This is an optimization exercise on Yosys and OpenROAD, whose aim is a short achievable clock period and few clock cycles, not a production implementation. Function was checked by simulation only, so behaviour that the tests miss may differ from the original. In run 3 the design's own scripts or RTL, not TritonCTS, make the clock network. The flow treats the clock pin as an ideal source. Dropping or thinning the clock tree relies on that and would not hold on a real chip. Power and IR drop assume default switching activity.

`design/flow/config.mk`:
```
export PLATFORM = sky130hd
export DESIGN_NAME = wfb_core
export DESIGN_NICKNAME = wfb_core
export VERILOG_FILES = /design/flow/design.v
export SDC_FILE = /design/flow/constraint.sdc
export NUM_CORES = 4
export LEC_CHECK = 0
export CAP_MARGIN = 20
export CORE_MARGIN = 2
export CORE_UTILIZATION = 40
export SLEW_MARGIN = 20
```
`design/flow/constraint.sdc`:
```
create_clock -name core_clock -period 6.0 [get_ports {clk}]
set_input_delay 1.2000 -clock core_clock [delete_from_list [all_inputs] [get_ports {clk}]]
set_output_delay 1.2000 -clock core_clock [all_outputs]
set_load 0.01 [all_outputs]
```
`design/flow/design.v`:
```
module wfb_pixmask (
    input  wire [2:0] b,
    input  wire [7:0] xlo,
    input  wire [7:0] xend,
    output wire [15:0] m
);
    genvar p;
    generate
        for (p = 0; p < 16; p = p + 1) begin : g_p
            wire [7:0] pix = {1'b0, b, p[3:0]};
            assign m[p] = (pix >= xlo) && (pix < xend);
        end
    endgenerate
endmodule
module wfb_thresh (
    input  wire [63:0] v,        
    input  wire [3:0]  k,
    output wire [31:0] beat
);
    wire [15:0] on;
    genvar p;
    generate
        for (p = 0; p < 16; p = p + 1) begin : g_p
            assign on[p] = v[4*p+3:4*p] > k;
        end
    endgenerate
    wire [7:0] g0 = {1'b0, on[3],  1'b0, on[2],  1'b0, on[1],  1'b0, on[0]};
    wire [7:0] g1 = {1'b0, on[7],  1'b0, on[6],  1'b0, on[5],  1'b0, on[4]};
    wire [7:0] g2 = {1'b0, on[11], 1'b0, on[10], 1'b0, on[9],  1'b0, on[8]};
    wire [7:0] g3 = {1'b0, on[15], 1'b0, on[14], 1'b0, on[13], 1'b0, on[12]};
    assign beat = {g1, g0, g3, g2};
endmodule
module wfb_fill (
    input  wire [15:0] m,
    input  wire [7:0]  fb,
    output wire [31:0] beat
);
    wire [31:0] lm;
    genvar p;
    generate
        for (p = 0; p < 16; p = p + 1) begin : g_p
            assign lm[2*p+1:2*p] = {2{m[p]}};
        end
    endgenerate
    wire [31:0] f = {4{fb}} & lm;
    assign beat = {f[15:8], f[7:0], f[31:24], f[23:16]};
endmodule
module wfb_core (
    input  wire         clk,
    input  wire         rst,
    input  wire         cmd_valid,
    input  wire [127:0] cmd_data,
    output wire         cmd_ready,
    output reg  [2:0]   err,
    output reg          mem_req,
    output reg  [31:0]  mem_addr,
    input  wire         mem_gnt,
    input  wire         mem_rvalid,
    input  wire [15:0]  mem_rdata,
    output reg          ev_valid,
    input  wire         ev_ready,
    output reg  [2:0]   ev_op,
    output reg  [31:0]  ev_data
);
    localparam MIN_PULSE   = 16'd10;
    localparam DISSIPATION = 32'd12000;
    localparam DARK_TIME   = 16'd40;
    localparam CLEAR_TIME  = 16'd80;
    localparam EV_FSTART = 3'd0;
    localparam EV_FEND   = 3'd1;
    localparam EV_BUFWR  = 3'd2;
    localparam EV_SWITCH = 3'd3;
    localparam EV_COMMIT = 3'd4;
    localparam EV_FAST   = 3'd5;
    localparam EV_DWELL  = 3'd6;
    localparam ERR_NONE     = 3'd0;
    localparam ERR_BITDEPTH = 3'd1;
    localparam ERR_RECT     = 3'd3;
    localparam ERR_OPCODE   = 3'd4;
    localparam ERR_FRAME    = 3'd5;
    localparam OP_LUT   = 8'h01;
    localparam OP_IMAGE = 8'h02;
    localparam OP_SOLID = 8'h03;
    localparam OP_CLEAR = 8'h04;
    localparam C_IDLE = 2'd0;
    localparam C_CHK  = 2'd1;
    localparam C_GO   = 2'd2;
    localparam C_RUN  = 2'd3;
    localparam P_OFF   = 4'd0;
    localparam P_FS    = 4'd1;
    localparam P_IMG   = 4'd2;
    localparam P_NUL   = 4'd3;
    localparam P_SW1   = 4'd4;
    localparam P_FIL1  = 4'd5;
    localparam P_SW2   = 4'd6;
    localparam P_FIL2  = 4'd7;
    localparam P_COM   = 4'd8;
    localparam P_SCOM  = 4'd9;
    localparam P_DWL   = 4'd10;
    localparam P_FST   = 4'd11;
    localparam P_FLU   = 4'd12;
    localparam P_FE    = 4'd13;
    localparam P_DRAIN = 4'd14;
    reg [1:0]   cst;
    reg         rdy;
    reg [127:0] desc;
    assign cmd_ready = rdy;
    always @(posedge clk)
        if (rdy) desc <= cmd_data;
    wire [7:0]  d_op   = desc[7:0];
    wire [7:0]  d_a    = desc[15:8];
    wire [15:0] d_b    = desc[31:16];
    wire [15:0] d_x    = desc[47:32];
    wire [15:0] d_y    = desc[63:48];
    wire [15:0] d_w    = desc[79:64];
    wire [15:0] d_h    = desc[95:80];
    wire [31:0] d_addr = desc[127:96];
    wire [16:0] x_end = {1'b0, d_x} + {1'b0, d_w};
    wire [16:0] y_end = {1'b0, d_y} + {1'b0, d_h};
    wire is_lut   = (d_op == OP_LUT);
    wire is_image = (d_op == OP_IMAGE);
    wire is_solid = (d_op == OP_SOLID);
    wire is_clear = (d_op == OP_CLEAR);
    wire bd_ok    = (d_a == 8'd2) || (d_a == 8'd4);
    wire rect_ok  = (x_end <= 17'd128) && (y_end <= 17'd32);
    wire frame_ok = (d_a == 8'd4) ? (d_b < 16'd15) : (d_b < 16'd3);
    reg legal;
    always @(*) begin
        case (d_op)
            OP_LUT:   legal = (desc[127:32] == 96'd0);
            OP_IMAGE: legal = (d_b == 16'd0);
            OP_SOLID: legal = (d_addr == 32'd0);
            OP_CLEAR: legal = (desc[31:8] == 24'd0) && (d_addr == 32'd0);
            default:  legal = 1'b0;
        endcase
    end
    reg [2:0] check_err;
    always @(*) begin
        if (!legal)
            check_err = ERR_OPCODE;
        else if ((is_lut || is_image) && !bd_ok)
            check_err = ERR_BITDEPTH;
        else if (is_lut && !frame_ok)
            check_err = ERR_FRAME;
        else if (!is_lut && !rect_ok)
            check_err = ERR_RECT;
        else
            check_err = ERR_NONE;
    end
    reg [2:0]  q_err;
    reg        q_stop;            
    reg        p_img, p_clr, p_bd4;
    reg [5:0]  p_ylo, p_yend, p_h;
    reg [7:0]  p_xlo, p_xend;
    reg        p_wnz, p_hnz;
    reg [4:0]  p_wlo, p_whi;
    reg [11:0] p_off;
    reg [4:0]  p_lastf;
    reg [7:0]  p_a;
    reg [15:0] p_b;
    reg        p_in0, p_first0;
    reg [11:0] p_rot;
    reg [31:0] p_base;
    reg [31:0] tsel;              
    wire [6:0] xm1 = x_end[6:0] - 7'd1;
    wire [4:0] wlo_c = (d_a == 8'd4) ? d_x[6:2] : {1'b0, d_x[6:3]};
    wire [4:0] whi_c = (d_a == 8'd4) ? xm1[6:2] : {1'b0, xm1[6:3]};
    integer ti;
    always @(posedge clk) begin
        if (cst == C_CHK) begin
            q_err   <= check_err;
            q_stop  <= (check_err != ERR_NONE) || is_lut;
            p_img   <= is_image;
            p_clr   <= is_clear;
            p_bd4   <= (d_a == 8'd4);
            p_ylo   <= d_y[5:0];
            p_yend  <= y_end[5:0];
            p_h     <= d_h[5:0];
            p_xlo   <= d_x[7:0];
            p_xend  <= x_end[7:0];
            p_wnz   <= (d_w != 16'd0);
            p_hnz   <= (d_h != 16'd0);
            p_wlo   <= wlo_c;
            p_whi   <= whi_c;
            p_off   <= ((d_a == 8'd4) ? {d_y[5:0], 6'd0} : {1'b0, d_y[5:0], 5'd0})
                       + {6'd0, wlo_c, 1'b0};
            p_lastf <= is_image ? ((d_a == 8'd4) ? 5'd14 : 5'd2) :
                       is_clear ? 5'd17 : 5'd0;
            p_a     <= d_a;
            p_b     <= d_b;
            p_in0   <= (d_y == 16'd0) && (d_h != 16'd0);
            p_first0 <= (d_y == 16'd0);
            p_rot   <= (d_a == 8'd4) ? ({d_h[5:0], 7'd0} - {2'd0, d_h[5:0], 4'd0})
                                     : {2'd0, d_h[5:0], 4'd0};
            p_base  <= d_addr;
            for (ti = 0; ti < 32; ti = ti + 1)
                tsel[ti] <= (d_h[5:0] == ti + 1);
        end
    end
    function [15:0] contrast;
        input       bd4;
        input [4:0] k;
        begin
            if (bd4) begin
                case (k[3:0])
                    4'd0:  contrast = 16'd3;
                    4'd1:  contrast = 16'd3;
                    4'd2:  contrast = 16'd2;
                    4'd3:  contrast = 16'd2;
                    4'd4:  contrast = 16'd3;
                    4'd5:  contrast = 16'd3;
                    4'd6:  contrast = 16'd3;
                    4'd7:  contrast = 16'd4;
                    4'd8:  contrast = 16'd4;
                    4'd9:  contrast = 16'd5;
                    4'd10: contrast = 16'd5;
                    4'd11: contrast = 16'd5;
                    4'd12: contrast = 16'd10;
                    4'd13: contrast = 16'd20;
                    default: contrast = 16'd30;
                endcase
            end else begin
                case (k[1:0])
                    2'd0:    contrast = 16'd8;
                    2'd1:    contrast = 16'd10;
                    default: contrast = 16'd100;
                endcase
            end
        end
    endfunction
    function [23:0] frame_cfg;
        input [4:0] f;
        begin
            if (p_img)
                frame_cfg = {8'h00, contrast(p_bd4, f)};
            else if (p_clr)
                frame_cfg = {((f < 5'd3) || (f >= 5'd6 && f < 5'd9) ||
                              (f >= 5'd12 && f < 5'd15)) ? 8'h55 : 8'hAA,
                             (f < 5'd3) ? DARK_TIME : CLEAR_TIME};
            else
                frame_cfg = {p_a, p_b};
        end
    endfunction
    reg [3:0]  pst;
    reg [4:0]  frame;
    reg [5:0]  nr;                
    reg        f_in, f_first, f_flush;    
    reg [1:0]  sk;                
    reg [2:0]  pb;                
    reg [15:0] dur;
    reg [7:0]  fillb;
    reg [63:0] bf0, bf1, bf2, bf3;
    reg [1:0]  bwp, brp;
    reg [2:0]  bcnt;
    reg        sh, sh_rot;
    reg [63:0] asm_reg;
    reg [16383:0] chain;
    wire [63:0] bhead = (brp == 2'd0) ? bf0 : (brp == 2'd1) ? bf1 :
                        (brp == 2'd2) ? bf2 : bf3;
    wire [63:0] bin   = sh_rot ? chain[63:0] : asm_reg;
    wire adv = !ev_valid || ev_ready;
    wire can = (pst != P_OFF) && (pst != P_DRAIN) &&
               ((pst != P_IMG) || (bcnt != 3'd0));
    wire go  = adv && can;
    wire pop = go && (pst == P_IMG);
    wire [31:0] img_beat;
    wfb_thresh u_thr (.v(bhead), .k(frame[3:0]), .beat(img_beat));
    wire [15:0] pmask;
    wfb_pixmask u_pm (.b(pb), .xlo(p_xlo), .xend(p_xend), .m(pmask));
    wire [31:0] fill_beat;
    wfb_fill u_fill (.m(pmask), .fb(fillb), .beat(fill_beat));
    reg [2:0]  n_op;
    reg [31:0] n_data;
    always @(*) begin
        n_op   = EV_FSTART;
        n_data = 32'd0;
        case (pst)
            P_FE:   n_op = EV_FEND;
            P_IMG:  begin n_op = EV_BUFWR; n_data = img_beat; end
            P_NUL:  n_op = EV_BUFWR;
            P_FIL1, P_FIL2: begin n_op = EV_BUFWR; n_data = fill_beat; end
            P_SW1, P_SW2: n_op = EV_SWITCH;
            P_COM, P_FLU: begin n_op = EV_COMMIT; n_data = {16'd0, dur}; end
            P_SCOM: begin n_op = EV_COMMIT; n_data = {16'd0, MIN_PULSE}; end
            P_FST:  n_op = EV_FAST;
            P_DWL:  begin n_op = EV_DWELL; n_data = DISSIPATION; end
            default: ;
        endcase
    end
    function [3:0] row_state;
        input [1:0] s;
        begin
            if (f_flush)      row_state = P_FLU;
            else if (!f_in)   row_state = (s < 2'd2) ? P_NUL : P_FST;
            else if (p_img)   row_state = P_IMG;
            else if (f_first) row_state = P_SW1;
            else              row_state = P_COM;
        end
    endfunction
    wire [5:0] nr1 = nr + 6'd1;
    wire [1:0] sk_inc = (sk == 2'd2) ? 2'd2 : sk + 2'd1;
    wire [23:0] cfg_next = frame_cfg(frame + 5'd1);
    wire [23:0] cfg_0    = frame_cfg(5'd0);
    reg start;                    
    always @(posedge clk) begin
        start <= 1'b0;
        if (rst) begin
            cst      <= C_IDLE;
            rdy      <= 1'b1;
            err      <= ERR_NONE;
            pst      <= P_OFF;
            ev_valid <= 1'b0;
        end else begin
            case (cst)
                C_IDLE: if (cmd_valid) begin
                    rdy <= 1'b0;
                    cst <= C_CHK;
                end
                C_CHK: cst <= C_GO;
                C_GO: begin
                    if (q_stop) begin
                        err <= q_err;
                        rdy <= 1'b1;
                        cst <= C_IDLE;
                    end else begin
                        err     <= ERR_NONE;
                        cst     <= C_RUN;
                        pst     <= P_FS;
                        frame   <= 5'd0;
                        nr      <= 6'd0;
                        f_in    <= p_in0;
                        f_first <= p_first0;
                        f_flush <= 1'b0;
                        {fillb, dur} <= cfg_0;
                        start   <= 1'b1;
                    end
                end
                default: ;
            endcase
            if (adv) begin
                ev_valid <= can;
                if (can) begin
                    ev_op   <= n_op;
                    ev_data <= n_data;
                end
            end
            if (pst == P_DRAIN && adv) begin
                pst <= P_OFF;
                cst <= C_IDLE;
                rdy <= 1'b1;
            end
            if (go) begin
                case (pst)
                    P_FS: begin
                        sk  <= 2'd0;
                        pb  <= 3'd0;
                        pst <= row_state(2'd0);
                        nr  <= nr1;
                        f_in    <= (nr1 >= p_ylo) && (nr1 < p_yend);
                        f_first <= (nr1 == p_ylo);
                        f_flush <= (nr1 == 6'd32);
                    end
                    P_IMG, P_NUL, P_FIL1, P_FIL2: begin
                        pb <= pb + 3'd1;
                        if (pb == 3'd7)
                            pst <= (pst == P_IMG)  ? P_COM :
                                   (pst == P_NUL)  ? P_SCOM :
                                   (pst == P_FIL1) ? P_SW2 : P_COM;
                    end
                    P_SW1: pst <= P_FIL1;
                    P_SW2: pst <= P_FIL2;
                    P_SCOM: pst <= P_DWL;
                    P_COM, P_DWL, P_FST: begin
                        sk  <= (pst == P_COM) ? 2'd0 : sk_inc;
                        pb  <= 3'd0;
                        pst <= row_state((pst == P_COM) ? 2'd0 : sk_inc);
                        nr  <= nr1;
                        f_in    <= (nr1 >= p_ylo) && (nr1 < p_yend);
                        f_first <= (nr1 == p_ylo);
                        f_flush <= (nr1 == 6'd32);
                    end
                    P_FLU: pst <= P_FE;
                    P_FE: begin
                        if (frame != p_lastf) begin
                            pst     <= P_FS;
                            frame   <= frame + 5'd1;
                            nr      <= 6'd0;
                            f_in    <= p_in0;
                            f_first <= p_first0;
                            f_flush <= 1'b0;
                            {fillb, dur} <= cfg_next;
                        end else begin
                            pst <= P_DRAIN;
                        end
                    end
                    default: ;
                endcase
            end
        end
    end
    reg [31:0] row_first;
    reg [4:0]  f_w;
    reg [5:0]  f_rows;
    reg [3:0]  pending;
    wire       wpop;              
    wire [31:0] pitch    = p_bd4 ? 32'd64 : 32'd32;
    wire        f_eol    = (f_w == p_whi);
    wire        f_last   = f_eol && (f_rows == 6'd1);
    wire        fire     = mem_req && mem_gnt;
    wire        credit   = (pending < 4'd8);
    wire        raise    = credit && ((!mem_req && f_rows != 6'd0) ||
                                      (fire && !f_last));
    always @(posedge clk) begin
        if (rst) begin
            mem_req <= 1'b0;
            f_rows  <= 6'd0;
            pending <= 4'd0;
        end else begin
            pending <= pending + {3'd0, raise} - {3'd0, wpop};
            if (start) begin
                mem_addr  <= p_base + {20'd0, p_off};
                row_first <= p_base + {20'd0, p_off};
                f_w       <= p_wlo;
                f_rows    <= (p_img && p_wnz) ? p_h : 6'd0;
            end else if (fire) begin
                if (f_eol) begin
                    mem_addr  <= row_first + pitch;
                    row_first <= row_first + pitch;
                    f_w       <= p_wlo;
                    f_rows    <= f_rows - 6'd1;
                end else begin
                    mem_addr <= mem_addr + 32'd2;
                    f_w      <= f_w + 5'd1;
                end
            end
            if (!mem_req || fire)
                mem_req <= raise;
        end
    end
    reg [15:0] wf [0:7];
    reg [2:0]  wwp, wrp;
    reg [3:0]  wcnt;
    always @(posedge clk) begin
        if (mem_rvalid)
            wf[wwp] <= mem_rdata;
    end
    always @(posedge clk) begin
        if (rst) begin
            wwp  <= 3'd0;
            wrp  <= 3'd0;
            wcnt <= 4'd0;
        end else begin
            if (mem_rvalid) wwp <= wwp + 3'd1;
            if (wpop)       wrp <= wrp + 3'd1;
            wcnt <= wcnt + {3'd0, mem_rvalid} - {3'd0, wpop};
        end
    end
    wire [15:0] whead = wf[wrp];
    reg        src_fill, src_rot;
    reg [5:0]  a_rows;
    reg [2:0]  a_b;
    reg [5:0]  aw;
    reg [63:0] stg;
    reg [11:0] rot_cnt;
    wire [5:0] a_lastidx = p_bd4 ? {1'b0, a_b, 2'b11} : {2'b00, a_b, 1'b1};
    wire       need  = p_wnz && (aw <= {1'b0, p_whi}) && (aw <= a_lastidx);
    wire       lastw = (aw == {1'b0, p_whi}) || (aw == a_lastidx);
    wire       room  = ({1'b0, bcnt} + {3'd0, sh}) < 4'd4;
    wire       take  = src_fill && need && (wcnt != 4'd0);
    wire       done_b = src_fill && room && (!need || (take && lastw));
    wire       rot_go = src_rot && room && (rot_cnt != 12'd0);
    assign wpop = take;
    wire [1:0] slot = p_bd4 ? aw[1:0] : {1'b0, aw[0]};
    reg [63:0] mstg;
    always @(*) begin
        mstg = stg;
        if (take) begin
            case (slot)
                2'd0: mstg[15:0]  = whead;
                2'd1: mstg[31:16] = whead;
                2'd2: mstg[47:32] = whead;
                default: mstg[63:48] = whead;
            endcase
        end
    end
    wire [15:0] amask;
    wfb_pixmask u_am (.b(a_b), .xlo(p_xlo), .xend(p_xend), .m(amask));
    reg [63:0] abeat;
    integer pi;
    always @(*) begin
        for (pi = 0; pi < 16; pi = pi + 1) begin
            if (p_bd4)
                abeat[4*pi +: 4] = amask[pi] ? mstg[4*pi +: 4] : 4'd0;
            else
                abeat[4*pi +: 4] = amask[pi] ? {2'b00, mstg[2*pi +: 2]} : 4'd0;
        end
    end
    always @(posedge clk) begin
        if (take) stg <= mstg;
        if (done_b) asm_reg <= abeat;
    end
    always @(posedge clk) begin
        if (rst) begin
            src_fill <= 1'b0;
            src_rot  <= 1'b0;
            sh       <= 1'b0;
            sh_rot   <= 1'b0;
        end else begin
            sh     <= done_b || rot_go;
            sh_rot <= rot_go;
            if (start) begin
                src_fill <= p_img && p_hnz;
                src_rot  <= 1'b0;
                a_rows   <= p_h;
                a_b      <= 3'd0;
                aw       <= {1'b0, p_wlo};
                rot_cnt  <= p_rot;
            end else begin
                if (take)
                    aw <= aw + 6'd1;
                if (done_b) begin
                    a_b <= a_b + 3'd1;
                    if (a_b == 3'd7) begin
                        aw     <= {1'b0, p_wlo};
                        a_rows <= a_rows - 6'd1;
                        if (a_rows == 6'd1) begin
                            src_fill <= 1'b0;
                            src_rot  <= 1'b1;
                        end
                    end
                end
                if (rot_go) begin
                    rot_cnt <= rot_cnt - 12'd1;
                    if (rot_cnt == 12'd1)
                        src_rot <= 1'b0;
                end
            end
        end
    end
    wire [16383:0] chain_nxt;
    genvar ci;
    generate
        for (ci = 0; ci < 256; ci = ci + 1) begin : g_ch
            if (ci == 255) begin : g_last
                assign chain_nxt[64*ci +: 64] = bin;
            end else if (ci % 8 == 7) begin : g_row
                assign chain_nxt[64*ci +: 64] = tsel[ci / 8] ? bin : chain[64*(ci+1) +: 64];
            end else begin : g_mid
                assign chain_nxt[64*ci +: 64] = chain[64*(ci+1) +: 64];
            end
        end
    endgenerate
    always @(posedge clk)
        if (sh) chain <= chain_nxt;
    always @(posedge clk) begin
        if (sh) begin
            case (bwp)
                2'd0: bf0 <= bin;
                2'd1: bf1 <= bin;
                2'd2: bf2 <= bin;
                default: bf3 <= bin;
            endcase
        end
    end
    always @(posedge clk) begin
        if (rst) begin
            bwp  <= 2'd0;
            brp  <= 2'd0;
            bcnt <= 3'd0;
        end else begin
            if (sh)  bwp <= bwp + 2'd1;
            if (pop) brp <= brp + 2'd1;
            bcnt <= bcnt + {2'd0, sh} - {2'd0, pop};
        end
    end
endmodule
```
`design/flow/run.sh`:
```
#!/bin/bash
# synth_recipe.tcl (not shown) runs the flow's synth.tcl, then flattens the netlist and writes it again
# the make line also repeats each setting of config.mk as NAME=value (left out here)
make -C /OpenROAD-flow-scripts/flow DESIGN_CONFIG=/design/flow/config.mk WORK_HOME=/design/flow/orfs CLKGATE_MAP_FILE= SYNTH_SCRIPT=/design/flow/synth_recipe.tcl finish
```
==> results of run 1 <==
==> worst max-delay path, delay by kind of cell (launching register included) <==
| kind | cells | cell delay [ns] |
|---|---|---|
| buffers and inverters | 1 | 0.78 |
| AO/OA/AOI/OAI | 1 | 0.22 |
| adder cells (fa/ha/maj) | 1 | 0.39 |
| flip-flops | 1 | 0.79 |
| AND/OR/NAND/NOR | 6 | 1.67 |
| multiplexers | 2 | 0.54 |
==> final timing paths <==
| kind | slack [ns] | cells past startpoint | from | end |
|---|---|---|---|---|
| worst max-delay path | 1.30 | 11 | p_bd4$_DFFE_PP_ | asm_reg[41]$_DFFE_PP_ |
| worst min-delay path | 0.34 | 0 | chain[8173]$_DFFE_PP_ | chain[8109]$_DFFE_PP_ |
| worst max register to register | 1.30 | 11 | p_bd4$_DFFE_PP_ | asm_reg[41]$_DFFE_PP_ |
| worst min register to register | 0.34 | 0 | chain[8173]$_DFFE_PP_ | chain[8109]$_DFFE_PP_ |
==> through the flow <==
| stage | cells | hold WS (ns) | setup WS [ns] |
|---|---|---|---|
| after global placement | 43224 | 0.400 | 1.08 |
| final | 46355 | 0.343 | 1.30 |
| after CTS | 46323 | 0.335 | 1.26 |
| after detailed placement | 43234 | 0.405 | 1.32 |
| after floorplan | 24807 | 0.400 | -107.77 |
| after global routing | 46331 | 0.342 | 1.03 |
==> routing by layer <==
| layer | up-vias | track usage [%] | routed length, µm |
|---|---|---|---|
| met5 | - | 0 | 54 |
| met3 | 1656 | 2.39 | 61700 |
| met2 | 5909 | 21.0 | 464000 |
| li1 | 100427 | - | - |
| met1 | 119640 | 23.0 | 509000 |
| met4 | 8 | 3.53 | 23400 |
==> cells in the mapped netlist (21+ instances only) <==
cell / count / area share (%)
and2_1: 29 / 0.032
edfxtp_1: 17356 / 93
mux2_2: 55 / 0.11
o22ai_1: 22 / 0.025
nand2b_1: 54 / 0.060
nand4_1: 52 / 0.058
mux2i_1: 199 / 0.36
nor2_1: 2315 / 1.6
buf_1: 21 / 0.014
nand2_1: 307 / 0.21
mux4_2: 32 / 0.13
nor3_1: 57 / 0.051
nor4_1: 35 / 0.039
inv_1: 200 / 0.13
and3_1: 30 / 0.033
clkbuf_1: 742 / 0.50
a21o_1: 37 / 0.050
o211ai_1: 22 / 0.029
o21ai_1: 21 / 0.019
o21a_1: 27 / 0.036
o21ai_0: 145 / 0.13
xor2_1: 71 / 0.11
nor2b_1: 64 / 0.071
nand3_1: 80 / 0.071
dfxtp_1: 47 / 0.17
ha_1: 201 / 0.45
xnor2_1: 74 / 0.12
a21oi_1: 2219 / 2.0
==> where the power goes <==
| group | internal, µW | leakage, µW | switching [µW] |
|---|---|---|---|
| Sequential | 133000 | 0.156 | 666 |
| Clock | 59600 | 0.0263 | 44200 |
| Combinational | 2660 | 0.0182 | 8650 |
==> cell families after synthesis <==
group / count (synthesis) / share of synthesized area (%)
other: 1 / 0.000669
adders and majority gates: 209 / 0.476
AOI/OAI and AO/OA: 2650 / 2.51
buffers and inverters: 984 / 0.666
DFF: 17403 / 93.2
muxes: 306 / 0.635
and+or+nand+nor: 3109 / 2.29
xor gates and xnor gates: 145 / 0.227
==> cell type report <==
type	instances	area [µm²]	share of cell area (%)
Sequential cell	17403	522000	81.2
Clock buffer	2100	45100	7.02
Multi-Input combinational cell	6420	35400	5.50
Tap cell	18530	23200	3.61
Clock inverter	989	8750	1.36
Timing Repair Buffer	681	7460	1.16
Inverter	205	771	0.120
Antenna cell	27	67.6	0.0105
==> out/results.ini, run 1 <==
[run_status]
status = finished clean

[layout]
reg.largest.list = chain (16384), desc (128), wf (128)
fin_area_um2 = 643000
final_cell_mix = edfxtp_1, nor2_1, a21oi_1, clkbuf_16, clkinv_1
regMostFlops = chain
drive_above_1_share_pct = 10.9
nNetsFinal = 26798
fillCellCount = 114833
final_common_cell = edfxtp_1
largest_reg_flops = 16384
final_util_pct = 46.0
area_growth_pct = 14.7

[power_and_ir_drop]
vdd_drop_max_uv = 276
fin_total_pwr_uw = 249000
powerDensity_nw_per_um2 = 387
p_leak_uw = 0.201

[detailed_routing]
drtIter0Drc = 27831
drt-pass1-iter-count = 6
drtAntennaViolNets = 0
dr_total_vias = 227640
wire_per_inst_um = 22.8
viasPerCell = 4.91
drc = 0
wl_um = 1060000

[global_routing]
grt_pass1_vias = 221768
grt_max_degree = 225
grt_usage_pct = 14.5
grt_pass1_wl_um = 1540000
gr-total-overflow = 0
antenna_found_initial = 94

[placed_design]
dp_hpwl_um = 560000
place_congestion = 0.825
placed_cell_area_um2 = 589000
numPortBuffers = 222

[timing]
hold_violations = 0
max_freq_mhz = 213
rsz0062_at_grt = false
relSlewSlack_pct = 22.8
skew_ns = 0.133
worstMarginPinSlew_ns = 1.16
setup-tns-final_ns = 0
slew_viol_final = 0
setup_viol = 0
period_minus_slack_ns = 4.70
fin_crit_sh_pct = 78.4

[die]
dieWidth_um = 1190
core_area_um2 = 1400000
rows = 434
initial_core_util_pct = 40.1
die_area_um2 = 1410000
ios = 223
dieHeight_um = 1190

[logic_synthesis]
async_reset_ff_share_pct = 0
syn_avg_cell_area_um2 = 22.6
syn_area_um2 = 560000
synth-edff-count = 17356
yosysSeqAreaShare_pct = 93.2
ys_ff_latch = 17403
syn_inst = 24807
syn-num-nets = 25165
ys.flop_type = edfxtp_1
synth_cell_types = 88
yosysWarnings = 1

[worst_setup_path]
endpoint_kind = register
crit_slowest_cell = edfxtp_1
worstSetupPathType = reg2reg
crit_required_ns = 6.96
critPathArrivalTime_ns = 5.67
critPathMaxFanout = 68
slowest_delay_ns = 0.79
crit_top_cell = mux2i_1
crit_chain = nand2_1 -> ha_1 -> nand3_1 -> nor3_1 -> a31o_2 -> and4_4 -> buf_4 -> nand3_4 -> mux2i_1 -> mux2i_1 -> and2_1
start_kind = register

[clock_network]
numCtsBuffers = 1729
insertion_delay_ns = 1.33
cts.sinks = 17403
hold_buffers = 0
cts_buffer_depth = 6
cts_root_buf = clkbuf_16
postCtsSetupRepairBufs = 0
ctsResizeCount = 0
path_clk_slew_ns = 0.06
h-tree-depth = 7
cts_tree = yes

[job]
max_cap_violations = 0

[min_path]
min_path_type = reg2reg

Testbench counts, summed over its fixed seeds: cycles 54,558.
==> run 2: changes to the inputs <==
--- a/design/flow/design.v
+++ b/design/flow/design.v
@@ -17,2 +17,3 @@
     input  wire [3:0]  k,
+    input  wire [15:0] m,        
     output wire [31:0] beat
@@ -23,3 +24,3 @@
         for (p = 0; p < 16; p = p + 1) begin : g_p
-            assign on[p] = v[4*p+3:4*p] > k;
+            assign on[p] = m[p] && (v[4*p+3:4*p] > k);
         end
@@ -108,3 +109,3 @@
     always @(posedge clk)
-        if (rdy) desc <= cmd_data;
+        if (cst == C_IDLE) desc <= cmd_data;
     wire [7:0]  d_op   = desc[7:0];
@@ -136,17 +137,27 @@
     end
-    reg [2:0] check_err;
+    reg c_legal, c_bd_ok, c_rect_ok, c_frame_ok, c_lut, c_img;
+    always @(posedge clk) begin
+        if (cst == C_CHK) begin
+            c_legal    <= legal;
+            c_bd_ok    <= bd_ok;
+            c_rect_ok  <= rect_ok;
+            c_frame_ok <= frame_ok;
+            c_lut      <= is_lut;
+            c_img      <= is_image;
+        end
+    end
+    reg [2:0] q_err;
     always @(*) begin
-        if (!legal)
-            check_err = ERR_OPCODE;
-        else if ((is_lut || is_image) && !bd_ok)
-            check_err = ERR_BITDEPTH;
-        else if (is_lut && !frame_ok)
-            check_err = ERR_FRAME;
-        else if (!is_lut && !rect_ok)
-            check_err = ERR_RECT;
+        if (!c_legal)
+            q_err = ERR_OPCODE;
+        else if ((c_lut || c_img) && !c_bd_ok)
+            q_err = ERR_BITDEPTH;
+        else if (c_lut && !c_frame_ok)
+            q_err = ERR_FRAME;
+        else if (!c_lut && !c_rect_ok)
+            q_err = ERR_RECT;
         else
-            check_err = ERR_NONE;
+            q_err = ERR_NONE;
     end
-    reg [2:0]  q_err;
-    reg        q_stop;            
+    wire q_stop = (q_err != ERR_NONE) || c_lut;    
     reg        p_img, p_clr, p_bd4;
@@ -170,4 +181,2 @@
         if (cst == C_CHK) begin
-            q_err   <= check_err;
-            q_stop  <= (check_err != ERR_NONE) || is_lut;
             p_img   <= is_image;
@@ -265,6 +274,6 @@
     wire pop = go && (pst == P_IMG);
-    wire [31:0] img_beat;
-    wfb_thresh u_thr (.v(bhead), .k(frame[3:0]), .beat(img_beat));
     wire [15:0] pmask;
     wfb_pixmask u_pm (.b(pb), .xlo(p_xlo), .xend(p_xend), .m(pmask));
+    wire [31:0] img_beat;
+    wfb_thresh u_thr (.v(bhead), .k(frame[3:0]), .m(pmask), .beat(img_beat));
     wire [31:0] fill_beat;
@@ -304,2 +313,12 @@
     reg start;                    
+    reg [2:0]  hold_op;
+    reg [31:0] hold_data;
+    always @(posedge clk) begin
+        if (go) begin
+            hold_op   <= n_op;
+            hold_data <= n_data;
+        end
+        ev_op   <= adv ? n_op   : hold_op;
+        ev_data <= adv ? n_data : hold_data;
+    end
     always @(posedge clk) begin
@@ -339,9 +358,4 @@
             endcase
-            if (adv) begin
+            if (adv)
                 ev_valid <= can;
-                if (can) begin
-                    ev_op   <= n_op;
-                    ev_data <= n_data;
-                end
-            end
             if (pst == P_DRAIN && adv) begin
@@ -400,2 +414,3 @@
     end
+    reg [31:0] it_addr;           
     reg [31:0] row_first;
@@ -420,3 +435,3 @@
             if (start) begin
-                mem_addr  <= p_base + {20'd0, p_off};
+                it_addr   <= p_base + {20'd0, p_off};
                 row_first <= p_base + {20'd0, p_off};
@@ -426,3 +441,3 @@
                 if (f_eol) begin
-                    mem_addr  <= row_first + pitch;
+                    it_addr   <= row_first + pitch;
                     row_first <= row_first + pitch;
@@ -431,3 +446,3 @@
                 end else begin
-                    mem_addr <= mem_addr + 32'd2;
+                    it_addr  <= it_addr + 32'd2;
                     f_w      <= f_w + 5'd1;
@@ -439,2 +454,4 @@
     end
+    always @(posedge clk)
+        mem_addr <= fire ? (f_eol ? row_first + pitch : it_addr + 32'd2) : it_addr;
     reg [15:0] wf [0:7];
@@ -461,14 +478,37 @@
     reg [2:0]  a_b;
-    reg [5:0]  aw;
     reg [63:0] stg;
     reg [11:0] rot_cnt;
-    wire [5:0] a_lastidx = p_bd4 ? {1'b0, a_b, 2'b11} : {2'b00, a_b, 1'b1};
-    wire       need  = p_wnz && (aw <= {1'b0, p_whi}) && (aw <= a_lastidx);
-    wire       lastw = (aw == {1'b0, p_whi}) || (aw == a_lastidx);
+    reg [2:0]  bn [0:7];
+    reg [1:0]  bs [0:7];
+    reg [2:0]  rem;               
+    reg [1:0]  slot;              
+    reg [31:0] wmask;
+    reg        start2;
+    function [4:0] beat_words;       
+        input [3:0] m;
+        begin
+            beat_words[4:2] = {2'b00, m[0]} + {2'b00, m[1]} + {2'b00, m[2]} + {2'b00, m[3]};
+            beat_words[1:0] = m[0] ? 2'd0 : m[1] ? 2'd1 : m[2] ? 2'd2 : 2'd3;
+        end
+    endfunction
     wire       room  = ({1'b0, bcnt} + {3'd0, sh}) < 4'd4;
-    wire       take  = src_fill && need && (wcnt != 4'd0);
-    wire       done_b = src_fill && room && (!need || (take && lastw));
+    wire       take  = src_fill && (rem != 3'd0) && (wcnt != 4'd0);
+    wire       done_b = src_fill && room && ((rem == 3'd0) || (take && rem == 3'd1));
     wire       rot_go = src_rot && room && (rot_cnt != 12'd0);
     assign wpop = take;
-    wire [1:0] slot = p_bd4 ? aw[1:0] : {1'b0, aw[0]};
+    integer bi;
+    always @(posedge clk) begin
+        for (bi = 0; bi < 32; bi = bi + 1)
+            if (cst == C_GO)
+                wmask[bi] <= p_wnz && (bi[5:0] >= {1'b0, p_wlo}) && (bi[5:0] <= {1'b0, p_whi});
+        if (start) begin
+            for (bi = 0; bi < 8; bi = bi + 1)
+                {bn[bi], bs[bi]} <= beat_words(p_bd4 ? wmask[4*bi +: 4] : {2'b00, wmask[2*bi +: 2]});
+        end else if (done_b) begin
+            for (bi = 0; bi < 8; bi = bi + 1) begin
+                bn[bi] <= bn[(bi + 1) % 8];
+                bs[bi] <= bs[(bi + 1) % 8];
+            end
+        end
+    end
     reg [63:0] mstg;
@@ -485,4 +525,2 @@
     end
-    wire [15:0] amask;
-    wfb_pixmask u_am (.b(a_b), .xlo(p_xlo), .xend(p_xend), .m(amask));
     reg [63:0] abeat;
@@ -492,5 +530,5 @@
             if (p_bd4)
-                abeat[4*pi +: 4] = amask[pi] ? mstg[4*pi +: 4] : 4'd0;
+                abeat[4*pi +: 4] = mstg[4*pi +: 4];
             else
-                abeat[4*pi +: 4] = amask[pi] ? {2'b00, mstg[2*pi +: 2]} : 4'd0;
+                abeat[4*pi +: 4] = {2'b00, mstg[2*pi +: 2]};
         end
@@ -505,2 +543,3 @@
             src_rot  <= 1'b0;
+            start2   <= 1'b0;
             sh       <= 1'b0;
@@ -510,3 +549,4 @@
             sh_rot <= rot_go;
-            if (start) begin
+            start2 <= start;
+            if (start2) begin
                 src_fill <= p_img && p_hnz;
@@ -515,11 +555,15 @@
                 a_b      <= 3'd0;
-                aw       <= {1'b0, p_wlo};
+                rem      <= bn[0];
+                slot     <= bs[0];
                 rot_cnt  <= p_rot;
             end else begin
-                if (take)
-                    aw <= aw + 6'd1;
+                if (take) begin
+                    rem  <= rem - 3'd1;
+                    slot <= slot + 2'd1;
+                end
                 if (done_b) begin
-                    a_b <= a_b + 3'd1;
+                    rem  <= bn[1];
+                    slot <= bs[1];
+                    a_b  <= a_b + 3'd1;
                     if (a_b == 3'd7) begin
-                        aw     <= {1'b0, p_wlo};
                         a_rows <= a_rows - 6'd1;
--- a/design/flow/config.mk
+++ b/design/flow/config.mk
@@ -9,3 +9,4 @@
 export CORE_MARGIN = 2
-export CORE_UTILIZATION = 40
+export CORE_UTILIZATION = 60
+export SETUP_SLACK_MARGIN = 3.5
 export SLEW_MARGIN = 20
==> run 2 against run 1 <==
  * Core utilization up 23 points
  * Count of clock-buffer cells in the layout down 61
  * Clock power about the same
  * Total power down 2.4%
  * Combinational power down 45%
  * Die area down 33%
  * Cell count down 11%
  * Global-route usage up 7.6 points
  * First-iteration DRC count up 2.0%
  * Non-clock buffer count up 363
  * Register-to-register slack better by 1.7 ns
  * Largest cell class unchanged
==> out/results.ini, run 2 <==
[power_and_ir_drop]
power_frac_seq_pct = 55.1  ; +1.3 points
switchingPower_uw = 49200  ; -8.0%
sw_frac_of_total_pct = 20.2  ; -1.2 points
vdd_drop_max_uv = 292  ; +5.7%
p_leak_uw = 0.206  ; +2.6%
pwr-share-clk_pct = 42.3  ; +0.6 points
power_frac_comb_pct = 2.6  ; -1.9 points
power_report.internal_total_uw = 194000  ; -0.87%
powerDensity_nw_per_um2 = 375  ; -3.2%

[detailed_routing]
drtIter0Drc = 28377  ; +2.0%
drc = 0  ; unchanged
wire_per_inst_um = 25.9  ; +14%
viasPerCell = 5.66  ; +15%
drt-pass1-iter-count = 8  ; +2
dr_total_vias = 232291  ; +2.0%
drtAntennaViolNets = 0  ; unchanged
wl_um = 1060000  ; +0.55%

[timing]
skew_ns = 0.104  ; -0.0283 ns
setup-tns-final_ns = 0  ; unchanged
fin_hold_ws_ns = 0.358  ; +0.0156 ns
setup_viol = 0  ; unchanged
relSlewSlack_pct = 26.1  ; +3.3 points
period_minus_slack_ns = 3.04  ; -1.66 ns
fin_crit_sh_pct = 50.7  ; -28 points
slew_viol_final = 0  ; unchanged
hold_violations = 0  ; unchanged
max_freq_mhz = 329  ; +55%
worstMarginPinSlew_ns = 1.11  ; -0.0489 ns
rsz0062_at_grt = true
layout_setup_ws_ns = 2.96  ; +1.66 ns

[logic_synthesis]
syn-num-nets = 25615  ; +1.8%
yosysSeqAreaShare_pct = 93.0  ; -0.15 points
async_reset_ff_share_pct = 0  ; unchanged
synthXorXnorAreaFrac_pct = 0.203  ; -0.024 points
synthAdderAreaFrac_pct = 0.529  ; +0.054 points
syn_avg_cell_area_um2 = 22.4  ; -0.87%
synth.most_common_cell = edfxtp_1
synth_top_family_by_area = compound AO/OA/AOI/OAI gates
ys_ff_latch = 17543  ; +0.80%
syn_inst = 25235  ; +1.7%
synth_mux_area_share_pct = 0.598  ; -0.037 points
netlist.area_leader.share_pct = 92.6  ; -0.39 points
synth_cell_types = 87  ; -1.1%
ys.flop_type = edfxtp_1
yosys-top-cells-count = edfxtp_1, nor2_1, a21oi_1, clkbuf_1, nand2_1
synth_area_leaders = edfxtp_1, a21oi_1, nor2_1, clkbuf_1, ha_1
synth_compound_area_share_pct = 2.62  ; +0.11 points
synth-edff-count = 17428  ; +0.41%
yosysWarnings = 3  ; +2
syn_area_um2 = 565000  ; +0.84%
yosys.area_share.simple_pct = 2.31  ; +0.014 points
yosys.area.top_type = edfxtp_1

[placed_design]
dp_hpwl_um = 549000  ; -1.9%
dp_slack_ns = 1.77  ; +0.452 ns
place_congestion = 0.822  ; -0.44%
placed_cell_area_um2 = 586000  ; -0.48%
numPortBuffers = 222  ; unchanged

[global_routing]
grt_max_degree = 212  ; -5.8%
grt_pass1_wl_um = 1540000  ; about the same
gr-total-overflow = 0  ; unchanged
grt_pass1_vias = 224025  ; +1.0%
grt_usage_pct = 22.1  ; +7.6 points
antenna_found_initial = 67  ; -29%

[worst_setup_path]
endpoint_kind = register
crit_chain = inv_4 -> ha_4 -> buf_16 -> mux2i_1 -> nor2_1 -> a21oi_1 -> o21ai_1 -> ha_1 -> nor2b_4 -> o21a_1 -> o21a_1 -> o211ai_1 -> a21oi_1 -> a21o_1 -> mux2_2
crit_required_ns = 7.04  ; +0.08 ns
worstSetupPathType = reg2reg
critPathArrivalTime_ns = 4.08  ; -1.59 ns
start_kind = register
slowest_delay_ns = 0.34  ; -0.45 ns
critPathMaxFanout = 7  ; -90%
crit_slowest_cell = dfxtp_2

[min_path]
min_path_type = reg2reg

[die]
initial_core_util_pct = 60.2  ; +20 points
die_area_um2 = 949000  ; -33%
dieHeight_um = 974  ; -18%
core_area_um2 = 939000  ; -33%
rows = 356  ; -18%
dieWidth_um = 974  ; -18%
ios = 223  ; unchanged

[layout]
fin_area_um2 = 648000  ; +0.81%
reg.largest.list = chain (16384), desc (128), wf (128)
nNetsFinal = 27523  ; +2.7%
area_growth_pct = 14.7  ; about the same
regMostFlops = chain
final_common_cell = edfxtp_1
drive_above_1_share_pct = 13.4  ; +2.6 points
final_cell_mix = edfxtp_1, nor2_1, a21oi_1, clkbuf_16, buf_4
largest_reg_flops = 16384  ; unchanged
fillCellCount = 58226  ; -49%

[run_status]
status = finished clean

[clock_network]
insertion_delay_ns = 1.23  ; -0.10 ns
cts_tree = yes
path_clk_slew_ns = 0.06  ; about the same
cts.sinks = 17543  ; +0.80%
cts_root_buf = clkbuf_16
cts_buffer_depth = 5  ; -1
h-tree-depth = 7  ; unchanged
numCtsBuffers = 1666  ; -3.6%

[job]
max_cap_violations = 0  ; unchanged

-- run 2: cell types whose count changed in the layout (fill, tap and decap cells not counted), moves of 41 or more --
cell             previous run  this run
buf_6                       6       173
buf_4                     314       433
clkdlybuf4s50_1           221       147
buf_16                      9        81
edfxtp_1                17356     17428
nor2_1                   2311      2371
nand2_1                   307       360
a21oi_2                     2        51
clkbuf_16                1746      1704
o21ai_0                   144       185
-- run 2: cell type report --
| class | instances | area [µm²] | area share, % |
|---|---|---|---|
| Clock buffer | 2039 | 43600 | 6.73 |
| Timing Repair Buffer | 1044 | 13300 | 2.05 |
| Clock inverter | 997 | 9980 | 1.54 |
| Inverter | 246 | 990 | 0.153 |
| Antenna cell | 15 | 37.5 | 0.00579 |
| Tap cell | 12530 | 15700 | 2.42 |
| Sequential cell | 17543 | 526000 | 81.1 |
| Multi-Input combinational cell | 6642 | 38600 | 5.95 |
-- run 2: timing repair --
action / in CTS / in global routing
hold buffers: 0 / 0
gates resized for setup: 1085 / 286
buffers inserted: 190 / 85
pin swaps: 154 / 121
gates cloned: 54 / 17
endpoints found under the hold margin: 0 / 0
setup endpoints to repair: 16301 / 3227
-- run 2: metal layers --
metal	routed length (µm)	part of all wire (%)	GRT usage (%)	vias up
li1	-	-	-	102390
met5	13	0.0012	0	-
met1	494000	46	36.2	121605
met3	60800	5.7	2.87	1685
met2	482000	45	32.2	6609
met4	27700	2.6	5.97	2
-- run 2: kinds of logic after synthesis --
group / count (synthesis)
flops: 17543
simple gates: 3201
compound gates: 2786
buf+inv: 1052
mux: 291
fa+ha+maj: 230
xor+xnor: 131
other cells: 1
-- run 2: worst paths after layout --
check	start	endpoint	slack, ns	cells after the start
min	chain[14003]$_DFFE_PP_	chain[13939]$_DFFE_PP_	0.36	0
min reg2reg	chain[14003]$_DFFE_PP_	chain[13939]$_DFFE_PP_	0.36	0
max	brp[0]$_SDFFE_PP0P_	ev_data[14]$_DFF_P_	2.96	15
max reg2reg	brp[0]$_SDFFE_PP0P_	ev_data[14]$_DFF_P_	2.96	15
-- run 2: critical path: cells and delay by family, from the launching register on --
| family | cells | cell delay [ns] |
|---|---|---|
| mux | 2 | 0.45 |
| fa+ha+maj | 2 | 0.54 |
| buf+inv | 2 | 0.25 |
| simple gates | 2 | 0.19 |
| flops | 1 | 0.34 |
| compound gates | 7 | 1.15 |
-- run 2: power groups by stage --
stage                     clock, µW  combinational (µW)  sequential [µW]
final                        103000                6250           134000
after global routing         110000                6710           134000
after CTS                    105000                6140           134000
after detailed placement          0                5600           137000
after global placement            0                5550           137000
after floorplan                   0                2800           136000
-- run 2: stage by stage --
step / utilization (%) / cells / power (µW)
4_1_cts: 68.8 / 40939 / 245000
3_5_place_dp: 62.4 / 37659 / 142000
5_1_grt: 69.0 / 41047 / 250000
3_3_place_gp: 62.4 / 37647 / 142000
2_1_floorplan: - / 25235 / 139000
6_report: 69.0 / 41056 / 243000
Testbench counts of run 2, summed over its fixed seeds: cycles 54,559.
==> run 3: changes to the inputs <==
--- a/design/flow/design.v
+++ b/design/flow/design.v
@@ -1,15 +1 @@
-module wfb_pixmask (
-    input  wire [2:0] b,
-    input  wire [7:0] xlo,
-    input  wire [7:0] xend,
-    output wire [15:0] m
-);
-    genvar p;
-    generate
-        for (p = 0; p < 16; p = p + 1) begin : g_p
-            wire [7:0] pix = {1'b0, b, p[3:0]};
-            assign m[p] = (pix >= xlo) && (pix < xend);
-        end
-    endgenerate
-endmodule
 module wfb_thresh (
@@ -108,4 +94,14 @@
     assign cmd_ready = rdy;
+    reg [16:0] pr_xe, pr_ye;
+    reg        pr_z_lut, pr_z_b, pr_z_addr, pr_z_clr;
     always @(posedge clk)
-        if (cst == C_IDLE) desc <= cmd_data;
+        if (cst == C_IDLE) begin
+            desc      <= cmd_data;
+            pr_xe     <= {1'b0, cmd_data[47:32]} + {1'b0, cmd_data[79:64]};
+            pr_ye     <= {1'b0, cmd_data[63:48]} + {1'b0, cmd_data[95:80]};
+            pr_z_lut  <= (cmd_data[127:32] == 96'd0);
+            pr_z_b    <= (cmd_data[31:16] == 16'd0);
+            pr_z_addr <= (cmd_data[127:96] == 32'd0);
+            pr_z_clr  <= (cmd_data[31:8] == 24'd0);
+        end
     wire [7:0]  d_op   = desc[7:0];
@@ -118,4 +114,4 @@
     wire [31:0] d_addr = desc[127:96];
-    wire [16:0] x_end = {1'b0, d_x} + {1'b0, d_w};
-    wire [16:0] y_end = {1'b0, d_y} + {1'b0, d_h};
+    wire [16:0] x_end = pr_xe;
+    wire [16:0] y_end = pr_ye;
     wire is_lut   = (d_op == OP_LUT);
@@ -130,6 +126,6 @@
         case (d_op)
-            OP_LUT:   legal = (desc[127:32] == 96'd0);
-            OP_IMAGE: legal = (d_b == 16'd0);
-            OP_SOLID: legal = (d_addr == 32'd0);
-            OP_CLEAR: legal = (desc[31:8] == 24'd0) && (d_addr == 32'd0);
+            OP_LUT:   legal = pr_z_lut;
+            OP_IMAGE: legal = pr_z_b;
+            OP_SOLID: legal = pr_z_addr;
+            OP_CLEAR: legal = pr_z_clr && pr_z_addr;
             default:  legal = 1'b0;
@@ -266,4 +262,5 @@
     reg [16383:0] chain;
-    wire [63:0] bhead = (brp == 2'd0) ? bf0 : (brp == 2'd1) ? bf1 :
-                        (brp == 2'd2) ? bf2 : bf3;
+    reg  [63:0] bhead;            
+    wire [63:0] bstore = (brp == 2'd0) ? bf0 : (brp == 2'd1) ? bf1 :
+                         (brp == 2'd2) ? bf2 : bf3;
     wire [63:0] bin   = sh_rot ? chain[63:0] : asm_reg;
@@ -274,4 +271,15 @@
     wire pop = go && (pst == P_IMG);
-    wire [15:0] pmask;
-    wfb_pixmask u_pm (.b(pb), .xlo(p_xlo), .xend(p_xend), .m(pmask));
+    reg [127:0] smask;
+    wire [15:0] pmask = smask[15:0];
+    wire        beat_go = go && ((pst == P_IMG) || (pst == P_NUL) ||
+                                 (pst == P_FIL1) || (pst == P_FIL2));
+    integer si;
+    always @(posedge clk) begin
+        if (cst == C_GO) begin
+            for (si = 0; si < 128; si = si + 1)
+                smask[si] <= ({1'b0, si[6:0]} >= p_xlo) && ({1'b0, si[6:0]} < p_xend);
+        end else if (beat_go) begin
+            smask <= {smask[15:0], smask[127:16]};
+        end
+    end
     wire [31:0] img_beat;
@@ -598,4 +606,11 @@
         if (sh) chain <= chain_nxt;
-    always @(posedge clk) begin
-        if (sh) begin
+    wire bh_valid = (bcnt != 3'd0);
+    wire bs_empty = (bcnt <= 3'd1);           
+    wire bh_load  = !bh_valid || pop;
+    wire bs_write = sh && !(bh_load && bs_empty);
+    wire bs_read  = bh_load && !bs_empty;
+    always @(posedge clk) begin
+        if (bh_load)
+            bhead <= bs_empty ? bin : bstore;
+        if (bs_write) begin
             case (bwp)
@@ -614,4 +629,4 @@
         end else begin
-            if (sh)  bwp <= bwp + 2'd1;
-            if (pop) brp <= brp + 2'd1;
+            if (bs_write) bwp <= bwp + 2'd1;
+            if (bs_read)  brp <= brp + 2'd1;
             bcnt <= bcnt + {2'd0, sh} - {2'd0, pop};
==> design/flow/flow/run.sh (new file) <==
#!/bin/bash
# The standard layout, with the clock tree built by flow/cts_pre.tcl.
# make's output goes to flow_make.log; each ORFS step logs under orfs/logs.
set -euo pipefail
bash standard.sh PRE_CTS_TCL="$PWD/flow/cts_pre.tcl" finish > flow_make.log 2>&1
==> design/flow/flow/cts_pre.tcl (new file) <==
# Sourced by ORFS's CTS step before clock_tree_synthesis (PRE_CTS_TCL):
# replaces TritonCTS with a balanced tree built by recursive bisection
# (flow/tree.tcl): leaf clusters of 24 flip-flops, then 8, 6 and 4 buffers
# per driver, and the clock port driving the 4 top buffers.
source [file join [file dirname [info script]] tree.tcl]
rename clock_tree_synthesis ct_triton_cts
proc clock_tree_synthesis {args} {
  puts "custom clock tree in place of: clock_tree_synthesis $args"
  build_clock_tree 24 {8 6 4} 4
  set_propagated_clock [all_clocks]
}
==> design/flow/flow/tree.tcl (new file) <==
# Build a balanced clock tree by recursive bisection.
# Levels: leaf clusters of <= LEAF sinks; then groups of <= FAN buffers per level
# until <= TOPFAN remain, which the clock port's net drives (optionally via a root buffer).
proc ct_center {it} {
  set inst [$it getInst]
  set bb [$inst getBBox]
  return [list [expr {([$bb xMin]+[$bb xMax])/2}] [expr {([$bb yMin]+[$bb yMax])/2}]]
}
# items: list of {x y payload}; returns list of clusters (lists of items)
proc ct_bisect {items maxn {dir 0}} {
  set n [llength $items]
  if {$n <= $maxn} { return [list $items] }
  # split along the wider extent
  set xs [lmap i $items {lindex $i 0}]; set ys [lmap i $items {lindex $i 1}]
  set dx [expr {[tcl::mathfunc::max {*}$xs] - [tcl::mathfunc::min {*}$xs]}]
  set dy [expr {[tcl::mathfunc::max {*}$ys] - [tcl::mathfunc::min {*}$ys]}]
  set k [expr {$dx >= $dy ? 0 : 1}]
  set s [lsort -integer -index $k $items]
  # split so both halves hold about the same number of final clusters
  set nc [expr {int(ceil(double($n)/$maxn))}]
  set lc [expr {$nc/2}]
  set cut [expr {int(round(double($n)*$lc/$nc))}]
  if {$cut < 1} { set cut 1 }
  return [concat [ct_bisect [lrange $s 0 [expr {$cut-1}]] $maxn] [ct_bisect [lrange $s $cut end] $maxn]]
}
proc ct_make_level {block master clusters prefix} {
  # each cluster: items {x y iterm}; make a buffer at the centroid driving them
  set out {}
  set i 0
  foreach cl $clusters {
    set sx 0; set sy 0
    foreach it $cl { set sx [expr {$sx + [lindex $it 0]}]; set sy [expr {$sy + [lindex $it 1]}] }
    set cx [expr {int($sx / [llength $cl])}]; set cy [expr {int($sy / [llength $cl])}]
    set name "${prefix}_$i"
    set inst [odb::dbInst_create $block $master $name]
    set w [[$inst getMaster] getWidth]; set h [[$inst getMaster] getHeight]
    $inst setLocation [expr {$cx - $w/2}] [expr {$cy - $h/2}]
    $inst setPlacementStatus PLACED
    set net [odb::dbNet_create $block "${name}_net"]
    $net setSigType CLOCK
    [$inst findITerm X] connect $net
    foreach it $cl { [lindex $it 2] disconnect; [lindex $it 2] connect $net }
    lappend out [list $cx $cy [$inst findITerm A]]
    incr i
  }
  return $out
}
proc build_clock_tree {leaf fans topfan} {
  set block [ord::get_db_block]
  set master [[ord::get_db] findMaster sky130_fd_sc_hd__clkbuf_16]
  set clk [$block findNet clk]
  set items {}
  foreach it [$clk getITerms] { lappend items [concat [ct_center $it] [list $it]] }
  puts "CT sinks: [llength $items]"
  set lvl 0
  set cur [ct_make_level $block $master [ct_bisect $items $leaf] "ctb_L$lvl"]
  puts "CT level $lvl: [llength $cur] buffers"
  while {[llength $cur] > $topfan} {
    incr lvl
    set fan [lindex $fans [expr {min($lvl-1, [llength $fans]-1)}]]
    set cur [ct_make_level $block $master [ct_bisect $cur $fan] "ctb_L$lvl"]
    puts "CT level $lvl: [llength $cur] buffers"
  }
  # the port net drives the top level
  foreach it $cur { [lindex $it 2] connect $clk }
  return $lvl
}
==> design/flow/standard.sh (new file) <==
#!/bin/bash
# synth_recipe.tcl (not shown) runs the flow's synth.tcl, then flattens the netlist and writes it again
# the make line also repeats each setting of config.mk as NAME=value (left out here)
make -C /OpenROAD-flow-scripts/flow DESIGN_CONFIG=/design/flow/config.mk WORK_HOME=/design/flow/orfs CLKGATE_MAP_FILE= SYNTH_SCRIPT=/design/flow/synth_recipe.tcl "${@:-finish}"
--- a/design/flow/config.mk
+++ b/design/flow/config.mk
@@ -10,3 +10,3 @@
 export CORE_UTILIZATION = 60
-export SETUP_SLACK_MARGIN = 3.5
+export SETUP_SLACK_MARGIN = 3.3
 export SLEW_MARGIN = 20
removed: design/flow/run.sh
==> run 3 against run 2 <==
  * Wire length is 2.1% lower
  * Register-to-register slack better by 0.31 ns
  * Clock skew is 0.029 ns higher
  * Maximum frequency is 11% higher
  * Sequential power hardly changed
  * Synthesized cell count is 2.8% higher
==> out/results.ini, run 3 <==
[run_status]
status = finished clean

[die]
die_area_um2 = 966000  ; +1.7%
initial_core_util_pct = 60.2  ; about the same
core_area_um2 = 955000  ; +1.8%
dieHeight_um = 983  ; +0.87%
dieWidth_um = 983  ; +0.87%
rows = 359  ; +0.84%
ios = 223  ; unchanged

[power_and_ir_drop]
fin_total_pwr_uw = 201000  ; -17%
pwr-share-clk_pct = 29.7  ; -13 points
switchingPower_uw = 38900  ; -21%
sw_frac_of_total_pct = 19.3  ; -0.93 points
p_leak_uw = 0.193  ; -6.5%
power_frac_comb_pct = 2.8  ; +0.2 points
powerDensity_nw_per_um2 = 323  ; -14%
power_report.internal_total_uw = 162000  ; -16%
power_frac_seq_pct = 67.4  ; +12 points
vdd_drop_max_uv = 315  ; +7.8%

[worst_setup_path]
start_kind = register
critPathBufInv = 1  ; -1
rrSetupSlack_ns = 3.27  ; +0.31 ns
crit_chain = ha_4 -> fa_2 -> a21o_1 -> a21oi_2 -> o21a_2 -> nor4_4 -> buf_6 -> o2111ai_4 -> mux2i_2 -> a21oi_1
crit_slowest_cell = edfxtp_1
endpoint_kind = register
crit_required_ns = 6.64  ; -0.40 ns
reg2reg_to = row_first[19]$_DFFE_PP_
slowest_delay_ns = 0.48  ; +0.14 ns
critPathMaxFanout = 8  ; +1
critPathArrivalTime_ns = 3.37  ; -0.71 ns
r2r-start = p_wlo[0]$_DFFE_PN_
cpLargestDelayFamily = compound AO/OA/AOI/OAI gates
worstSetupPathType = reg2reg
rr_worst_depth = 10  ; -5

[placed_design]
dp_hpwl_um = 551000  ; +0.25%
placedCellCount = 38374  ; +1.9%
numPortBuffers = 222  ; unchanged
place_congestion = 0.811  ; -1.3%

[layout]
nNetsFinal = 27248  ; -1.0%
area_growth_pct = 8.47
drive_above_1_share_pct = 7.97  ; -5.5 points
reg.largest.list = chain (16384), smask (128), wf (128)
final_cell_mix = edfxtp_1, nor2_1, a21oi_1, clkbuf_16, buf_4
fillCellCount = 62237  ; +6.9%
final_common_cell = edfxtp_1
regMostFlops = chain
largest_reg_flops = 16384  ; unchanged
fin_cells = 39521  ; -3.7%

[job]
max_cap_violations = 0  ; unchanged

[timing]
skew_ns = 0.133  ; +0.0290 ns
worstMarginPinSlew_ns = 1.14  ; +0.0298 ns
setup_viol = 0  ; unchanged
max_freq_mhz = 366  ; +11%
slew_viol_final = 0  ; unchanged
hold_violations = 0  ; unchanged
rsz0062_at_grt = true
relSlewSlack_pct = 24.1  ; -2.0 points
setup-tns-final_ns = 0  ; unchanged
period_minus_slack_ns = 2.73  ; -0.311 ns
fin_crit_sh_pct = 45.5  ; -5.2 points

[logic_synthesis]
yosys.area_share.simple_pct = 2.30  ; -0.0091 points
netlist.area_leader.share_pct = 92.2  ; -0.44 points
yosysSeqAreaShare_pct = 92.6  ; -0.44 points
ys.flop_type = edfxtp_1
syn_area_um2 = 575000  ; +1.8%
async_reset_ff_share_pct = 0  ; unchanged
synth_cell_types = 82  ; -5.7%
synth_top_family_by_area = compound AO/OA/AOI/OAI gates
syn_inst = 25944  ; +2.8%
synthAdderAreaFrac_pct = 0.509  ; -0.020 points
yosysWarnings = 3  ; unchanged
yosys-top-cells-count = edfxtp_1, nor2_1, a21oi_1, clkbuf_1, nand2_1
synth-edff-count = 17650  ; +1.3%
yosys.area.top_type = edfxtp_1
synth.most_common_cell = edfxtp_1
synth_compound_area_share_pct = 2.96  ; +0.34 points
synth_area_leaders = edfxtp_1, a21oi_1, nor2_1, clkbuf_1, ha_1
syn_avg_cell_area_um2 = 22.2  ; -1.0%
syn-num-nets = 26318  ; +2.7%
synthXorXnorAreaFrac_pct = 0.206  ; +0.0026 points
ys_ff_latch = 17765  ; +1.3%
synth_mux_area_share_pct = 0.662  ; +0.064 points

[min_path]
min_path_cells = 0  ; unchanged
hold_end = chain[2650]$_DFFE_PP_
holdCritStartpoint = chain[2714]$_DFFE_PP_
min_path_type = reg2reg

[clock_network]
path_clk_slew_ns = 0.10  ; +0.04 ns
insertion_delay_ns = 0.96  ; -0.27 ns

[global_routing]
grt_usage_pct = 21.1  ; -1.0 points
grt_max_degree = 203  ; -4.2%
antenna_found_initial = 67  ; unchanged
grt_pass1_vias = 216544  ; -3.3%
gr-total-overflow = 0  ; unchanged
grt_pass1_wl_um = 1500000  ; -2.4%

[detailed_routing]
drtAntennaViolNets = 0  ; unchanged
wire_per_inst_um = 26.4  ; +1.7%
dr_total_vias = 229507  ; -1.2%
drc = 0  ; unchanged
wl_um = 1040000  ; -2.1%
drt-pass1-iter-count = 6  ; -2
viasPerCell = 5.81  ; +2.6%
drtIter0Drc = 28072  ; -1.1%

[run 3: cell count changes after synthesis, moves of 46 or more]
cell       change
edfxtp_1     +222
clkbuf_1      +67
a211oi_1      +68
o2bb2ai_1     +64
mux2_2        +46
inv_1         +57
o21ai_0       +59
a21oi_1       +53
[run 3: area by class of cell]
type                       instances  area [µm²]  share of cell area (%)
sequential                     17765      532000                    85.4
multi-input combinational       7024       40500                    6.49
buffer                           854       21400                    3.43
tap                            12635       15800                    2.54
timing repair buffer             924       12100                    1.95
inverter                         302        1190                   0.192
timing repair inverter             3        52.6                 0.00843
antenna                           14        35.0                 0.00562
[run 3: timing repair]
item	CTS	global route
cloned	63	16
hold buffers	0	0
setup endpoints to repair	15279	3873
resized for setup	736	205
pin swaps	42	55
buffers inserted	152	47
[run 3: worst max-delay path by stage]
stage | slack, ns | cells past startpoint | from | end
2_1_floorplan | -111.82 | 8 | sh$_SDFF_PP0_ | a_rows[0]$_DFFE_PP_
3_3_place_gp | 1.29 | 11 | cmd_data[32] | pr_xe[14]$_DFFE_PN_
3_5_place_dp | 1.50 | 11 | cmd_data[32] | pr_xe[14]$_DFFE_PN_
4_1_cts | 3.21 | 9 | bcnt[2]$_SDFF_PP0_ | bf2[15]$_DFFE_PP_
5_1_grt | 3.19 | 10 | p_wlo[0]$_DFFE_PN_ | row_first[23]$_DFFE_PP_
6_report | 3.27 | 10 | p_wlo[0]$_DFFE_PN_ | row_first[19]$_DFFE_PP_
[run 3: per-layer routing]
metal	wire length, µm	up-vias	global-route usage (%)
met1	486000	121145	34.5
li1	-	101818	-
met5	35	-	0
met2	480000	5309	32.1
met3	53700	1229	2.09
met4	22800	6	3.82
[run 3: power by group through the flow]
stage | Clock [µW] | Combinational (µW) | Sequential [µW]
after global routing | 65500 | 6200 | 136000
after global placement | 0 | 5430 | 139000
after floorplan | 0 | 2780 | 138000
final | 59800 | 5720 | 136000
after CTS | 61700 | 5780 | 136000
after detailed placement | 0 | 5520 | 138000
[run 3: worst register-to-register path: cells and delay by family, from the launching register on]
kind            cells  cell delay [ns]
compound gates      5             0.81
fa+ha+maj           2             0.56
flops               1             0.48
mux                 1             0.32
buf+inv             1             0.17
simple gates        1             0.06
[run 3: metrics by stage]
stage,setup WS [ns],cell area (µm²),hold slack (ns),utilization (%)
detailed placement,1.50,596000,0.405,62.3
global route,3.19,624000,0.368,65.3
global placement,1.29,595000,0.400,62.3
floorplan,-111.82,575000,0.400,-
finish,3.27,624000,0.377,65.3
CTS,3.21,622000,0.362,65.1
[run 3: cells by family after synthesis]
family | after synthesis
other | 1
and+or+nand+nor | 3223
buffers and inverters | 1171
muxes | 328
DFF | 17765
xor gates and xnor gates | 135
AOI/OAI and AO/OA | 3096
adders and majority gates | 225
Testbench counts of run 3, summed over its fixed seeds: cycles 54,559.

-- separate check: timing with driven ports --
Ports are ideal in the flow. The routed layouts listed here were re-timed in OpenROAD.
Step 1 (the two cells are an assumption about what drives the block):
set clk [get_ports {clk}]
set_driving_cell -lib_cell sky130_fd_sc_hd__clkbuf_16 $clk
set_driving_cell -lib_cell sky130_fd_sc_hd__buf_2 [delete_from_list [all_inputs] $clk]
Step 2, shift: input delay + t, output delay - t, t = (earliest + latest rising clock arrival at the registers) / 2. This alone moves slack from input paths to output paths.
a / b / c = ideal ports / drivers / drivers and shift; a / b = the first two.
run | t (ns) | slack for setup (ns) | worst hold slack (ns) | worst slew at a driven data input, ns | cell pins on the clock port's net
run 1 | 1.385 | 1.296 / 1.296 / 1.296 | 0.343 / 0.343 / 0.343 | 0.43 | 1
run 2 | 1.325 | 2.958 / 2.928 / 2.156 | 0.358 / 0.261 / 0.358 | 0.29 | 1
run 3 | 1.208 | 3.269 / 3.029 / 2.385 | 0.377 / 0.248 / 0.379 | 0.29 | 4
After both steps setup and hold are still met in every run listed. For run 3, which loses most, drivers alone change the setup slack by -0.240 ns; drivers and shift together by -0.884 ns.
